This is an optimization exercise on Yosys and OpenROAD, whose aim is small area, a short achievable clock period and few clock cycles per item, not a production implementation.
RTL that was checked went through simulation tests only; none was proved equivalent to the original.
Power is estimated from default activity; no workload was simulated.

==> flow/design.v <==
module etrle_enc (
    input  wire       clk,
    input  wire       rst,
    input  wire       in_valid,
    output wire       in_ready,
    input  wire [7:0] in_data,
    input  wire       in_last,     
    input  wire       in_empty,    
    output wire       out_valid,
    input  wire       out_ready,
    output wire [7:0] out_data
);
    localparam integer N  = 129;    
    localparam integer QW = 2;      
    reg  [9*N-1:0] ring;
    wire [8:0] tap = ring[9*N-1 -: 9];      
    wire [8:0] s0  = ring[8:0];             
    wire tap_v = tap[8];
    wire tap_p = !tap[8] && tap[0];
    wire s0_empty = !s0[8] && !s0[0];
    reg       r_v, r2_v;
    reg [7:0] r_d, r2_d;
    reg       r_nz, r2_nz;     
    reg       r_last, r_empty, r2_last, r2_empty;
    reg       in_rdy;
    reg       h_v;
    reg [7:0] h_d;
    reg       h_last, h_empty;
    reg       hz;          
    reg       rn126;       
    reg       lnz;         
    reg       run_lit, run_zero;
    reg [6:0] run_n;
    reg       doneP, doneDZ;
    reg [6:0]    lq [0:(1<<QW)-1];
    reg [QW:0]   lq_rd, lq_wr;      
    wire lq_full  = (lq_wr == {~lq_rd[QW], lq_rd[QW-1:0]});
    wire lq_empty = (lq_wr == lq_rd);
    reg [7:0] k;           
    reg       k1;          
    reg       rwait;       
    reg       flush;       
    reg [7:0] wcnt;
    reg       ov;
    reg [7:0] od;
    reg [7:0] oh;
    wire rnz    = r_nz;
    wire need_r = !h_empty && !h_last && hz;
    wire cls_ok = h_v && (!need_r || r_v);
    wire lit    = !h_empty && (!hz || (!h_last && lnz && rnz));
    wire zend   = h_last || rnz || (run_zero && rn126);
    wire [6:0] zn = run_zero ? run_n + 7'd1 : 7'd1;
    wire needP = lit && !run_lit;
    wire needZ = !h_empty && !lit && zend;
    wire needE = h_empty || h_last;
    wire selP  = needP && !doneP && !doneDZ;
    wire selDZ = !selP && (lit || needZ) && !doneDZ;
    wire selE  = !selP && !selDZ && needE;
    wire have_item = selP || selDZ || selE;
    wire is_last   = selE || (selDZ && !needE) || !have_item;
    wire [8:0] item1 = selP  ? 9'h001 :
                       selDZ ? (lit ? {1'b1, h_d} : {2'b11, zn}) :
                               9'h100;
    wire has2  = selP || (selDZ && needE);
    wire [8:0] item2 = selP ? {1'b1, h_d} : 9'h100;
    reg       pv;
    reg       pD;        
    reg [8:0] pi;
    wire two   = !pv && has2;
    wire consD = lit && (selDZ || (selP && two));
    wire closeD = consD && (h_last || (!selP && rn126));
    wire closeZ = !lit && !h_empty && run_lit && (needZ ? selDZ : !have_item);
    wire pushc  = closeD || closeZ;
    wire [6:0] push_val = closeD ? (selP ? 7'd1 : run_n + 7'd1) : run_n;
    wire sync   = !rwait;
    wire wr_ok1 = s0_empty && (k1 || (sync && !(selDZ && lit)));
    wire wr_okp = s0_empty && (k1 || (sync && !pD));
    wire commit = cls_ok && (!have_item || (pv ? wr_okp : wr_ok1)) &&
                  (!pushc || !lq_full);
    wire push   = commit && pushc;
    wire write  = pv ? wr_okp : (commit && have_item);
    wire [8:0] item = pv ? pi : item1;
    wire advance = commit && (is_last || (two && (selDZ || !needE)));
    wire take_r = r_v && (!h_v || advance);
    wire accept = in_valid && in_rdy;
    wire in_nz  = (in_data != 8'd0);
    assign in_ready = in_rdy;
    wire can_load = !ov || out_ready;
    wire act      = !flush && (!rwait || wcnt == 8'd0);
    wire rd_data  = act && tap_v && can_load;
    wire rd_ctrl  = act && tap_p && can_load && !lq_empty;
    wire stuck    = act && (tap_v || tap_p) && !rd_data && !rd_ctrl;
    wire cons     = rd_data || rd_ctrl || flush || rst;
    wire pop      = rd_ctrl;
    assign out_valid = ov;
    assign out_data  = od;
    integer i;
    always @(posedge clk) begin
        ring[9*N-1:18] <= ring[9*(N-1)-1:9];
        ring[17:9]     <= write ? item : s0;
        ring[8:0]      <= {tap[8] & ~cons, tap[7:1], tap[0] & ~cons};
        if (push) lq[lq_wr[QW-1:0]] <= push_val;
        if (pv ? wr_okp : two) begin
            pi <= pv ? item1 : item2;
            pD <= pv ? (selDZ && lit) : selP;
        end
        if (take_r || !r_v) begin
            r_d     <= r2_v ? r2_d     : in_data;
            r_nz    <= r2_v ? r2_nz    : in_nz;
            r_last  <= r2_v ? r2_last  : in_last;
            r_empty <= r2_v ? r2_empty : in_empty;
        end
        if (!r2_v) begin
            r2_d     <= in_data;
            r2_nz    <= in_nz;
            r2_last  <= in_last;
            r2_empty <= in_empty;
        end
        if (take_r) begin
            h_d     <= r_d;
            hz      <= !r_nz;
            h_last  <= r_last;
            h_empty <= r_empty;
        end
        if (rd_data || rd_ctrl) begin
            od <= rd_data ? tap[7:0] : {1'b0, lq[lq_rd[QW-1:0]]};
            oh <= ~(rd_data ? tap[7:0] : {1'b0, lq[lq_rd[QW-1:0]]});
        end else begin
            od <= ~oh;
        end
        if (rst) begin
            r_v      <= 1'b0;
            r2_v     <= 1'b0;
            pv       <= 1'b0;
            in_rdy   <= 1'b1;
            rn126    <= 1'b0;
            h_v      <= 1'b0;
            lnz      <= 1'b0;
            run_lit  <= 1'b0;
            run_zero <= 1'b0;
            doneP    <= 1'b0;
            doneDZ   <= 1'b0;
            lq_rd    <= 0;
            lq_wr    <= 0;
            k        <= 8'd0;
            k1       <= 1'b0;
            rwait    <= 1'b0;
            flush    <= 1'b1;
            wcnt     <= N - 2;
            ov       <= 1'b0;
        end else begin
            if (take_r) begin
                r_v  <= r2_v || accept;
                r2_v <= 1'b0;
                in_rdy <= 1'b1;
            end else if (accept) begin
                r_v  <= 1'b1;
                r2_v <= r_v;
                in_rdy <= !r_v;
            end
            if (take_r)       h_v <= 1'b1;
            else if (advance) h_v <= 1'b0;
            if (commit) begin
                if (selP) begin
                    doneP   <= 1'b1;
                    run_lit <= !closeD;
                    run_n   <= two ? 7'd1 : 7'd0;
                    rn126   <= 1'b0;
                    if (two) doneDZ <= 1'b1;
                end else if (selDZ && lit) begin
                    doneDZ  <= 1'b1;
                    run_n   <= run_n + 7'd1;
                    rn126   <= (run_n == 7'd125);
                    if (closeD) run_lit <= 1'b0;
                end else if (selDZ) begin
                    doneDZ   <= 1'b1;
                    run_lit  <= 1'b0;
                    run_zero <= 1'b0;
                end else if (!have_item && !h_empty) begin
                    run_lit  <= 1'b0;
                    run_zero <= 1'b1;
                    run_n    <= zn;
                    rn126    <= run_zero ? (run_n == 7'd125) : 1'b0;
                end
                if (advance) begin
                    doneP  <= 1'b0;
                    doneDZ <= 1'b0;
                    lnz    <= !h_empty && !h_last && !hz;
                end
            end
            if (pv) begin
                if (wr_okp) pv <= commit && have_item;
            end else begin
                pv <= commit && two;
            end
            if (push) lq_wr <= lq_wr + 1'b1;
            if (pop)  lq_rd <= lq_rd + 1'b1;
            k  <= write ? 8'd1 : (k == N - 1) ? 8'd0 : k + 8'd1;
            k1 <= write || (k == 8'd0);
            if (flush) begin
                if (wcnt == 8'd0) flush <= 1'b0;
                else              wcnt  <= wcnt - 8'd1;
            end else if (stuck) begin
                rwait <= 1'b1;
                wcnt  <= N - 1;
            end else if (act) begin
                rwait <= 1'b0;
            end else begin
                wcnt <= wcnt - 8'd1;
            end
            if (rd_data || rd_ctrl) ov <= 1'b1;
            else if (out_ready)     ov <= 1'b0;
        end
    end
endmodule
==> flow/config.mk <==
export PLATFORM = sky130hd
export DESIGN_NAME = etrle_enc
export DESIGN_NICKNAME = etrle_enc
export VERILOG_FILES = /design/flow/design.v
export SDC_FILE = /design/flow/constraint.sdc
export NUM_CORES = 4
export LEC_CHECK = 0
export CAP_MARGIN = 20
export CORE_MARGIN = 2
export CORE_UTILIZATION = 65
export CTS_BUF_LIST = sky130_fd_sc_hd__clkbuf_16
export CTS_CLUSTER_DIAMETER = 80
export CTS_CLUSTER_SIZE = 32
export PLACE_DENSITY = 0.75
export SLEW_MARGIN = 20
==> flow/constraint.sdc <==
create_clock -name core_clock -period 8.0 [get_ports {clk}]
set_input_delay 1.6000 -clock core_clock [delete_from_list [all_inputs] [get_ports {clk}]]
set_output_delay 1.6000 -clock core_clock [all_outputs]
set_load 0.01 [all_outputs]
standard.sh (not shown) runs the stock make flow with config.mk's settings and CLKGATE_MAP_FILE= SYNTH_SCRIPT=/design/flow/synth_recipe.tcl, a recipe that flattens the netlist after the stock synthesis.
==> flow/flow/run.sh <==
#!/bin/bash
set -o pipefail
export SETUP_SLACK_MARGIN=5.3
bash standard.sh 2>&1 | tee standard_flow.log
==> next run, changes <==
--- a/flow/design.v
+++ b/flow/design.v
@@ -55,35 +55,25 @@
     wire needE = h_empty || h_last;
     wire selP  = needP && !doneP && !doneDZ;
     wire selDZ = !selP && (lit || needZ) && !doneDZ;
     wire selE  = !selP && !selDZ && needE;
     wire have_item = selP || selDZ || selE;
     wire is_last   = selE || (selDZ && !needE) || !have_item;
-    wire [8:0] item1 = selP  ? 9'h001 :
-                       selDZ ? (lit ? {1'b1, h_d} : {2'b11, zn}) :
-                               9'h100;
-    wire has2  = selP || (selDZ && needE);
-    wire [8:0] item2 = selP ? {1'b1, h_d} : 9'h100;
-    reg       pv;
-    reg       pD;        
-    reg [8:0] pi;
-    wire two   = !pv && has2;
-    wire consD = lit && (selDZ || (selP && two));
-    wire closeD = consD && (h_last || (!selP && rn126));
+    wire [8:0] item = selP  ? 9'h001 :
+                      selDZ ? (lit ? {1'b1, h_d} : {2'b11, zn}) :
+                              9'h100;
+    wire closeD = selDZ && lit && (rn126 || h_last);
     wire closeZ = !lit && !h_empty && run_lit && (needZ ? selDZ : !have_item);
     wire pushc  = closeD || closeZ;
-    wire [6:0] push_val = closeD ? (selP ? 7'd1 : run_n + 7'd1) : run_n;
+    wire [6:0] push_val = closeD ? run_n + 7'd1 : run_n;
     wire sync   = !rwait;
-    wire wr_ok1 = s0_empty && (k1 || (sync && !(selDZ && lit)));
-    wire wr_okp = s0_empty && (k1 || (sync && !pD));
-    wire commit = cls_ok && (!have_item || (pv ? wr_okp : wr_ok1)) &&
-                  (!pushc || !lq_full);
+    wire wr_ok  = s0_empty && (k1 || (sync && !(selDZ && lit)));
+    wire commit = cls_ok && (!have_item || wr_ok) && (!pushc || !lq_full);
     wire push   = commit && pushc;
-    wire write  = pv ? wr_okp : (commit && have_item);
-    wire [8:0] item = pv ? pi : item1;
-    wire advance = commit && (is_last || (two && (selDZ || !needE)));
+    wire write  = commit && have_item;
+    wire advance = commit && is_last;
     wire take_r = r_v && (!h_v || advance);
     wire accept = in_valid && in_rdy;
     wire in_nz  = (in_data != 8'd0);
     assign in_ready = in_rdy;
     wire can_load = !ov || out_ready;
     wire act      = !flush && (!rwait || wcnt == 8'd0);
@@ -97,16 +87,12 @@
     integer i;
     always @(posedge clk) begin
         ring[9*N-1:18] <= ring[9*(N-1)-1:9];
         ring[17:9]     <= write ? item : s0;
         ring[8:0]      <= {tap[8] & ~cons, tap[7:1], tap[0] & ~cons};
         if (push) lq[lq_wr[QW-1:0]] <= push_val;
-        if (pv ? wr_okp : two) begin
-            pi <= pv ? item1 : item2;
-            pD <= pv ? (selDZ && lit) : selP;
-        end
         if (take_r || !r_v) begin
             r_d     <= r2_v ? r2_d     : in_data;
             r_nz    <= r2_v ? r2_nz    : in_nz;
             r_last  <= r2_v ? r2_last  : in_last;
             r_empty <= r2_v ? r2_empty : in_empty;
         end
@@ -128,13 +114,12 @@
         end else begin
             od <= ~oh;
         end
         if (rst) begin
             r_v      <= 1'b0;
             r2_v     <= 1'b0;
-            pv       <= 1'b0;
             in_rdy   <= 1'b1;
             rn126    <= 1'b0;
             h_v      <= 1'b0;
             lnz      <= 1'b0;
             run_lit  <= 1'b0;
             run_zero <= 1'b0;
@@ -160,16 +145,15 @@
             end
             if (take_r)       h_v <= 1'b1;
             else if (advance) h_v <= 1'b0;
             if (commit) begin
                 if (selP) begin
                     doneP   <= 1'b1;
-                    run_lit <= !closeD;
-                    run_n   <= two ? 7'd1 : 7'd0;
+                    run_lit <= 1'b1;
+                    run_n   <= 7'd0;
                     rn126   <= 1'b0;
-                    if (two) doneDZ <= 1'b1;
                 end else if (selDZ && lit) begin
                     doneDZ  <= 1'b1;
                     run_n   <= run_n + 7'd1;
                     rn126   <= (run_n == 7'd125);
                     if (closeD) run_lit <= 1'b0;
                 end else if (selDZ) begin
@@ -185,17 +169,12 @@
                 if (advance) begin
                     doneP  <= 1'b0;
                     doneDZ <= 1'b0;
                     lnz    <= !h_empty && !h_last && !hz;
                 end
             end
-            if (pv) begin
-                if (wr_okp) pv <= commit && have_item;
-            end else begin
-                pv <= commit && two;
-            end
             if (push) lq_wr <= lq_wr + 1'b1;
             if (pop)  lq_rd <= lq_rd + 1'b1;
             k  <= write ? 8'd1 : (k == N - 1) ? 8'd0 : k + 8'd1;
             k1 <= write || (k == 8'd0);
             if (flush) begin
                 if (wcnt == 8'd0) flush <= 1'b0;
=> The changed run ran to the end with no violations; register-to-register slack is better by 90 ps; power came out lower slightly; worst setup slack is better by 4.7 ps; core utilization came out lower by 0.15 points; sequential share of layout area came out higher by 1.4 points; worst hold slack barely changes; wire length came out lower by a few percent; cell count came out lower by a few percent.
Testbench counts after the change, summed over its fixed seeds: cycles 126,512, bytes 119,443.
Only the layout flow was run in the first run of this note; the RTL was not checked for function there.

## afterwards: timing with drivers on the ports
How much do the figures lean on ideal ports? The routed layouts below were timed once more, with nothing changed but the port constraints.
Step 1: set_driving_cell puts a clkbuf_16 on clk and a buf_2 on each other input, an assumption about the parent block.
Step 2 moves the port delays by t, midway between the first and last clock arrival at a register: inputs arrive t later, outputs are due t later. That takes back most of the time a late clock gives input paths.
Three values: no drivers, after step 1, after step 2; two values: the first two.
run	t (ns)	slack for setup (ns)	worst setup path after step 2	worst data-port slew with drivers (ns)	cell pins on the clock port's net
the first run	0.659	5.277 / 5.225 / 4.682	input to register	0.03	1
the second run	0.649	5.282 / 5.230 / 4.773	input to register	0.03	1
After both steps every run listed still meets setup and hold. The setup slack of the first run, which loses most, moves by -0.052 ns with the drivers and by -0.595 ns with both steps.
